This is an optimization exercise on Yosys and OpenROAD, whose aim is small area, a short achievable clock period and few clock cycles per item, not a production implementation. Where RTL was checked, it was by simulation tests only, not by an equivalence proof against the original.

==> 04-22 <==
==> flow/design.v (excerpt) <==
module aes128_cipher (
    input  wire         clk,
    input  wire         rst,           
    input  wire         in_valid,
    output wire         in_ready,
    input  wire         in_decrypt,    
    input  wire [127:0] in_key,
    input  wire [127:0] in_block,
    output reg          out_valid,
    output reg  [127:0] out_block
);
clock: 10.0 ns
lec_check: 0
cap_margin: 20
cell_pad_in_sites_detail_placement: 2
cell_pad_in_sites_global_placement: 2
core_margin: 2
core_utilization: 45
place_density: 0.65
slew_margin: 20
standard.sh (not shown) runs the stock make flow with config.mk's settings and CLKGATE_MAP_FILE= SYNTH_SCRIPT=/design/flow/synth_recipe.tcl, a recipe that flattens the netlist after the stock synthesis.
==> flow/flow/run.sh <==
#!/bin/bash
set -euo pipefail
bash standard.sh SETUP_SLACK_MARGIN=7.0 finish > flow_standard.log 2>&1
==> 04-14: changes against 04-22 <==
--- a/flow/design.v
+++ b/flow/design.v
@@ -303,17 +303,17 @@
     endfunction
     function [7:0] rcon;
         input [3:0] n;
         rcon = ({8{n == 4'd1}}  & 8'h01) | ({8{n == 4'd2}} & 8'h02) | ({8{n == 4'd3}} & 8'h04)
              | ({8{n == 4'd4}}  & 8'h08) | ({8{n == 4'd5}} & 8'h10) | ({8{n == 4'd6}} & 8'h20)
              | ({8{n == 4'd7}}  & 8'h40) | ({8{n == 4'd8}} & 8'h80) | ({8{n == 4'd9}} & 8'h1b)
              | ({8{n == 4'd10}} & 8'h36);
     endfunction
-    reg         r0_v, r0_dec;
+    reg         r0_v, r0_dec, r0_first;
     reg [3:0]   r0_rnd;
     reg [127:0] r0_st, r0_k;
     reg [31:0]  r0_kt;     
     reg         r1_v, r1_dec, r1_last;
     reg [3:0]   r1_rnd;
     reg [127:0] r1_t;      
     reg [47:0]  r1_km;     
     reg [127:0] r1_base;   
@@ -323,32 +323,34 @@
     reg [127:0] r2_base;
     reg         r3_v, r3_dec, r3_last;
     reg [3:0]   r3_rnd;
     reg [3:0]   r2_rnd;
     reg [127:0] r3_w, r3_k;
     reg         ir;        
     reg         ov;        
     reg         dec_q;     
-    reg         mq;        
+    reg [15:0]  mq;        
+    reg [31:0]  kq;        
     reg         e_ok;      
     reg         e_rs;      
     reg         e_ph;      
     reg [3:0]   e_cnt;     
     reg [127:0] e_tag, e_k;
     reg [31:0]  e_kt;      
     reg [47:0]  e_km;      
     assign in_ready = ir;
     genvar g, r, c;
+    wire [127:0] u1 = r0_st ^ (r0_first ? r0_k : 128'd0);    
     wire [127:0] sr1, isr1;
     generate
         for (c = 0; c < 4; c = c + 1) begin : g_perm_c
             for (r = 0; r < 4; r = r + 1) begin : g_perm_r
-                assign sr1[127-8*(r+4*c) -: 8]  = r0_st[127-8*(r+4*((c+r)%4)) -: 8];
-                assign isr1[127-8*(r+4*c) -: 8] = r0_st[127-8*(r+4*((c+4-r)%4)) -: 8];
+                assign sr1[127-8*(r+4*c) -: 8]  = u1[127-8*(r+4*((c+r)%4)) -: 8];
+                assign isr1[127-8*(r+4*c) -: 8] = u1[127-8*(r+4*((c+4-r)%4)) -: 8];
             end
         end
     endgenerate
     wire [127:0] t1;
     generate
         for (g = 0; g < 16; g = g + 1) begin : g_sb1
             aes_sbox_ed_top u_sb (.dec(r0_dec), .ae(sr1[127-8*g -: 8]), .ad(isr1[127-8*g -: 8]),
                                   .t(t1[127-8*g -: 8]));
@@ -403,25 +405,26 @@
     wire [127:0] mi4 = r3_dec ? z4 : r3_w;
     wire [127:0] y4;
     generate
         for (c = 0; c < 4; c = c + 1) begin : g_mix
             assign y4[127-32*c -: 32] = mix_col(mi4[127-32*c -: 32])
                                       ^ (r3_dec ? d_col(z4[127-32*c -: 32]) : r3_k[127-32*c -: 32]);
         end
     endgenerate
-    wire [31:0] ks_in4 = ir ? (dec_q ? (e_k[31:0] ^ e_k[63:32]) : in_key[31:0])
+    wire [31:0] ks_in4 = ir ? (e_k[31:0] ^ e_k[63:32])
                             : (r3_dec ? (r3_k[31:0] ^ r3_k[63:32]) : r3_k[31:0]);
     wire [31:0] ks_rot4 = {ks_in4[23:0], ks_in4[31:24]};
-    wire [31:0] kt4;
+    wire [31:0] kt4x, kt4;
     generate
         for (g = 0; g < 4; g = g + 1) begin : g_ksb4
-            aes_sbox_top u_top (.a(ks_rot4[31-8*g -: 8]), .t(kt4[31-8*g -: 8]));
+            aes_sbox_top u_top (.a(ks_rot4[31-8*g -: 8]), .t(kt4x[31-8*g -: 8]));
         end
     endgenerate
+    assign kt4 = (ir && !dec_q) ? kq : kt4x;
     wire [47:0] e_km1;
     wire [31:0] e_ti, e_t, e_tt;
     generate
         for (g = 0; g < 4; g = g + 1) begin : g_esb
             wire [11:0] m;
             aes_gf_inv_p1   u_p1  (.a(e_kt[31-8*g -: 8]), .m(m));
             aes_gf_inv_p2a  u_p2a (.m(m), .n(e_km1[47-12*g -: 12]));
             aes_gf_inv_p2b  u_p2b (.n(e_km[47-12*g -: 12]), .y(e_ti[31-8*g -: 8]));
@@ -444,19 +447,21 @@
     wire [31:0]  e_kt0;
     generate
         for (g = 0; g < 4; g = g + 1) begin : g_etop
             aes_sbox_top u_c3 (.a(e_c3r[31-8*g -: 8]), .t(e_c3t[31-8*g -: 8]));
             aes_sbox_top u_in (.a(e_rin[31-8*g -: 8]), .t(e_kt0[31-8*g -: 8]));
         end
     endgenerate
     wire [31:0]  e_ktn = e_c3t ^ e_ttr;
-    wire restart = ov && !e_rs && (!e_ok || !mq);
-    wire dec_fit = ov && !e_rs && mq && e_ok && (e_cnt == 4'd11 || (e_cnt == 4'd10 && e_ph));
+    wire match   = &mq;
+    wire restart = ov && !e_rs && (!e_ok || !match);
+    wire dec_fit = ov && !e_rs && match && e_ok && (e_cnt == 4'd11 || (e_cnt == 4'd10 && e_ph));
     wire slot_next = !r2_v || r2_last;
+    integer i;
     always @(posedge clk) begin
         r1_v    <= r0_v && !rst;
         r1_dec  <= r0_dec;
         r1_last <= last1;
         r1_rnd  <= r0_rnd;
         r1_t    <= t1;
         r1_km   <= km1;
         r1_base <= base1;
@@ -472,49 +477,52 @@
         r3_last <= r2_last;
         r3_rnd  <= r2_rnd;
         r3_w    <= w3;
         r3_k    <= k3;
         r0_kt <= kt4;
         if (ir) begin
             r0_v     <= in_valid && !rst;
             r0_dec   <= dec_q;
+            r0_first <= 1'b1;
             r0_rnd   <= dec_q ? 4'd10 : 4'd1;
-            r0_st    <= in_block ^ (dec_q ? e_k : in_key);
+            r0_st    <= in_block;
             r0_k     <= dec_q ? e_k : in_key;
         end else begin
             r0_v     <= r3_v && !r3_last && !rst;
             r0_dec   <= r3_dec;
+            r0_first <= 1'b0;
             r0_rnd   <= r3_dec ? r3_rnd - 4'd1 : r3_rnd + 4'd1;
             r0_st    <= y4;
             r0_k     <= r3_k;
         end
         out_valid <= r3_v && r3_last && !rst;
         out_block <= z4;
         ir    <= !rst && in_valid && !ir && slot_next && (!in_decrypt || dec_fit);
         ov    <= !rst && in_valid && !ir;
         dec_q <= in_decrypt;
-        mq    <= (in_key == e_tag);
+        for (i = 0; i < 16; i = i + 1)
+            mq[i] <= (in_key[8*i +: 8] == e_tag[8*i +: 8]);
+        kq    <= e_kt0;
         e_rs <= restart && !rst;
         if (rst)
             e_ok <= 1'b0;
         else if (restart)
             e_ok <= 1'b1;
     end
     always @(posedge clk) begin
+        e_km <= e_km1;
         if (restart) begin
             e_tag <= in_key;
             e_k   <= in_key;
-            e_kt  <= e_kt0;
+            e_kt  <= kq;
             e_cnt <= 4'd1;
             e_ph  <= 1'b0;
         end else if (e_cnt != 4'd11) begin
             e_ph <= !e_ph;
-            if (!e_ph) begin
-                e_km <= e_km1;
-            end else begin
+            if (e_ph) begin
                 e_k   <= {e_n0, e_n1, e_n2, e_n3};
                 e_kt  <= e_ktn;
                 e_cnt <= e_cnt + 4'd1;
             end
         end
     end
 endmodule
==> flow/flow/run.sh (replaced) <==
#!/bin/bash
set -euo pipefail
bash standard.sh SETUP_SLACK_MARGIN=6.5 finish > flow_standard.log 2>&1
- CELL_PAD_IN_SITES_DETAIL_PLACEMENT: 2 -> 1
- CELL_PAD_IN_SITES_GLOBAL_PLACEMENT: 2 -> 1
- CORE_UTILIZATION: 45 -> 52
- PLACE_DENSITY: 0.65 -> 0.72
==> 10-28: changes against 04-22 <==
--- a/flow/design.v
+++ b/flow/design.v
@@ -266,18 +266,18 @@
 module aes128_cipher (
     input  wire         clk,
     input  wire         rst,           
     input  wire         in_valid,
     output wire         in_ready,
     input  wire         in_decrypt,    
     input  wire [127:0] in_key,
     input  wire [127:0] in_block,
-    output reg          out_valid,
-    output reg  [127:0] out_block
+    output wire         out_valid,
+    output wire [127:0] out_block
 );
     function [7:0] xtime;
         input [7:0] a;
         xtime = {a[6:0], 1'b0} ^ (a[7] ? 8'h1b : 8'h00);
     endfunction
     function [31:0] mix_col;
         input [31:0] c;
         reg [7:0] a0, a1, a2, a3, t;
@@ -331,17 +331,18 @@
     reg         mq;        
     reg         e_ok;      
     reg         e_rs;      
     reg         e_ph;      
     reg [3:0]   e_cnt;     
     reg [127:0] e_tag, e_k;
     reg [31:0]  e_kt;      
     reg [47:0]  e_km;      
-    assign in_ready = ir;
+    assign in_ready  = ir;
+    assign out_valid = r3_v && r3_last;
     genvar g, r, c;
     wire [127:0] sr1, isr1;
     generate
         for (c = 0; c < 4; c = c + 1) begin : g_perm_c
             for (r = 0; r < 4; r = r + 1) begin : g_perm_r
                 assign sr1[127-8*(r+4*c) -: 8]  = r0_st[127-8*(r+4*((c+r)%4)) -: 8];
                 assign isr1[127-8*(r+4*c) -: 8] = r0_st[127-8*(r+4*((c+4-r)%4)) -: 8];
             end
@@ -395,16 +396,17 @@
     generate
         for (g = 0; g < 4; g = g + 1) begin : g_ksb3
             aes_sbox_aff u_aff (.ti(r2_kt[31-8*g -: 8]), .y(ks3[31-8*g -: 8]));
         end
     endgenerate
     wire [31:0]  ks3m = r2_dec ? 32'd0 : ks3;
     wire [127:0] k3   = r2_base ^ {ks3, ks3m, ks3m, ks3m};
     wire [127:0] z4  = r3_w ^ r3_k;
+    assign out_block = z4;
     wire [127:0] mi4 = r3_dec ? z4 : r3_w;
     wire [127:0] y4;
     generate
         for (c = 0; c < 4; c = c + 1) begin : g_mix
             assign y4[127-32*c -: 32] = mix_col(mi4[127-32*c -: 32])
                                       ^ (r3_dec ? d_col(z4[127-32*c -: 32]) : r3_k[127-32*c -: 32]);
         end
     endgenerate
@@ -482,18 +484,16 @@
             r0_k     <= dec_q ? e_k : in_key;
         end else begin
             r0_v     <= r3_v && !r3_last && !rst;
             r0_dec   <= r3_dec;
             r0_rnd   <= r3_dec ? r3_rnd - 4'd1 : r3_rnd + 4'd1;
             r0_st    <= y4;
             r0_k     <= r3_k;
         end
-        out_valid <= r3_v && r3_last && !rst;
-        out_block <= z4;
         ir    <= !rst && in_valid && !ir && slot_next && (!in_decrypt || dec_fit);
         ov    <= !rst && in_valid && !ir;
         dec_q <= in_decrypt;
         mq    <= (in_key == e_tag);
         e_rs <= restart && !rst;
         if (rst)
             e_ok <= 1'b0;
         else if (restart)
- CORE_UTILIZATION: 45 -> 38
- PLACE_DENSITY: 0.65 -> 0.55
==> summary.md <==
| Metric | Value |
|---|---|
| DR vias | 80220 |
| NumNets Final | 11280 |
| Status | timing/DRC/antenna clean |
| Global-route wire length before repair | 637600 um |
| Post-layout util | 0.5486 |
| Measured slew at the worst slew-check pin | 1.358 ns |
| Post-CTS sizing | 1263 |
| Met3 WL | 31850 um |
| Final sequential cell count | 1703 |
| Met2 Routed Length | 223900 um |
the above is filed under 04-22

==> summary.md <==
| Metric | Value |
|---|---|
| Status | timing/DRC/antenna clean |
| Final non-filler cell total | 13800 |
| ClkCell Share | 0.05691 |
| Met2 Routed Length | 181600 um |
| Final sequential cell count | 1751 |
| Drt drc | 0 |
| Worst slew margin | 0.2389 |
| TritonCTS clock tree | built |
| Post-layout util | 0.5902 |
| Met3 WL | 23210 um |
| Post-CTS sizing | 274 |
| Largest net degree at the start of global routing | 133 |
| Measured slew at the worst slew-check pin | 1.134 ns |
| R2r endpoint | r0_st[44] |
| DR vias | 76710 |
| Number of max-cap violations | 0 |
| Max FFs per register | 192 |
| Worst skew pair latency | 0.88 ns |
the above is filed under 04-14

==> summary.md <==
| Metric | Value |
|---|---|
| Met3 WL | 26960 um |
| Final sequential cell count | 1574 |
| Share of cells above drive strength 1 | 0.1958 |
| Top-count cell post-synth | xnor2_1 |
| Global-route wire length before repair | 642900 um |
| Startpoint Class | register |
| Synthesis-to-finish area growth | 27.29% |
| Post-layout util | 0.4862 |
| NumNets Final | 11460 |
| DR vias | 77600 |
| Met2 Routed Length | 218200 um |
| Worst setup margin | 6.103 ns |
| Measured slew at the worst slew-check pin | 1.159 ns |
| Status | timing/DRC/antenna clean |
| Post-CTS sizing | 1935 |
the above is filed under 10-28

Testbench counts of 04-22, summed over its fixed seeds: cycles 34,072, items 3,200.
The RTL of 04-14 and 10-28 was laid out without a check of its function.

[afterwards: timing with drivers on the ports]
Ports are ideal in the flow. The routed layouts listed here were re-timed in OpenROAD.
Step 1 assumes that a clkbuf_16 drives the clock port and a buf_2 every other input.
Step 2 adds t to the input delays and takes it off the output delays; t is the mean of the earliest and latest rising clock arrival at the registers after step 1. Input paths then give back, and output paths get back, about the clock's delay inside the block.
Three values: no drivers, after step 1, after step 2; two values: the first two.
| run | t (ns) | setup WS [ns] | hold slack, ns | worst setup path after step 2 | slew at the worst register clock pin (ns) |
|---|---|---|---|---|---|
| 04-22 | 0.979 | 6.505 / 6.417 / 5.973 | 0.306 / 0.306 / 0.306 | input to register | 0.08 / 0.08 |
| 04-14 | 0.950 | 6.474 / 6.441 / 6.269 | 0.310 / 0.310 / 0.310 | input to register | 0.07 / 0.07 |
| 10-28 | 0.966 | 6.103 / 5.998 / 6.053 | 0.285 / 0.285 / 0.285 | input to register | 0.07 / 0.07 |
After both steps every run listed still meets setup and hold. For 04-22, which loses most, drivers alone change the setup slack by -0.088 ns; drivers and shift together by -0.532 ns.
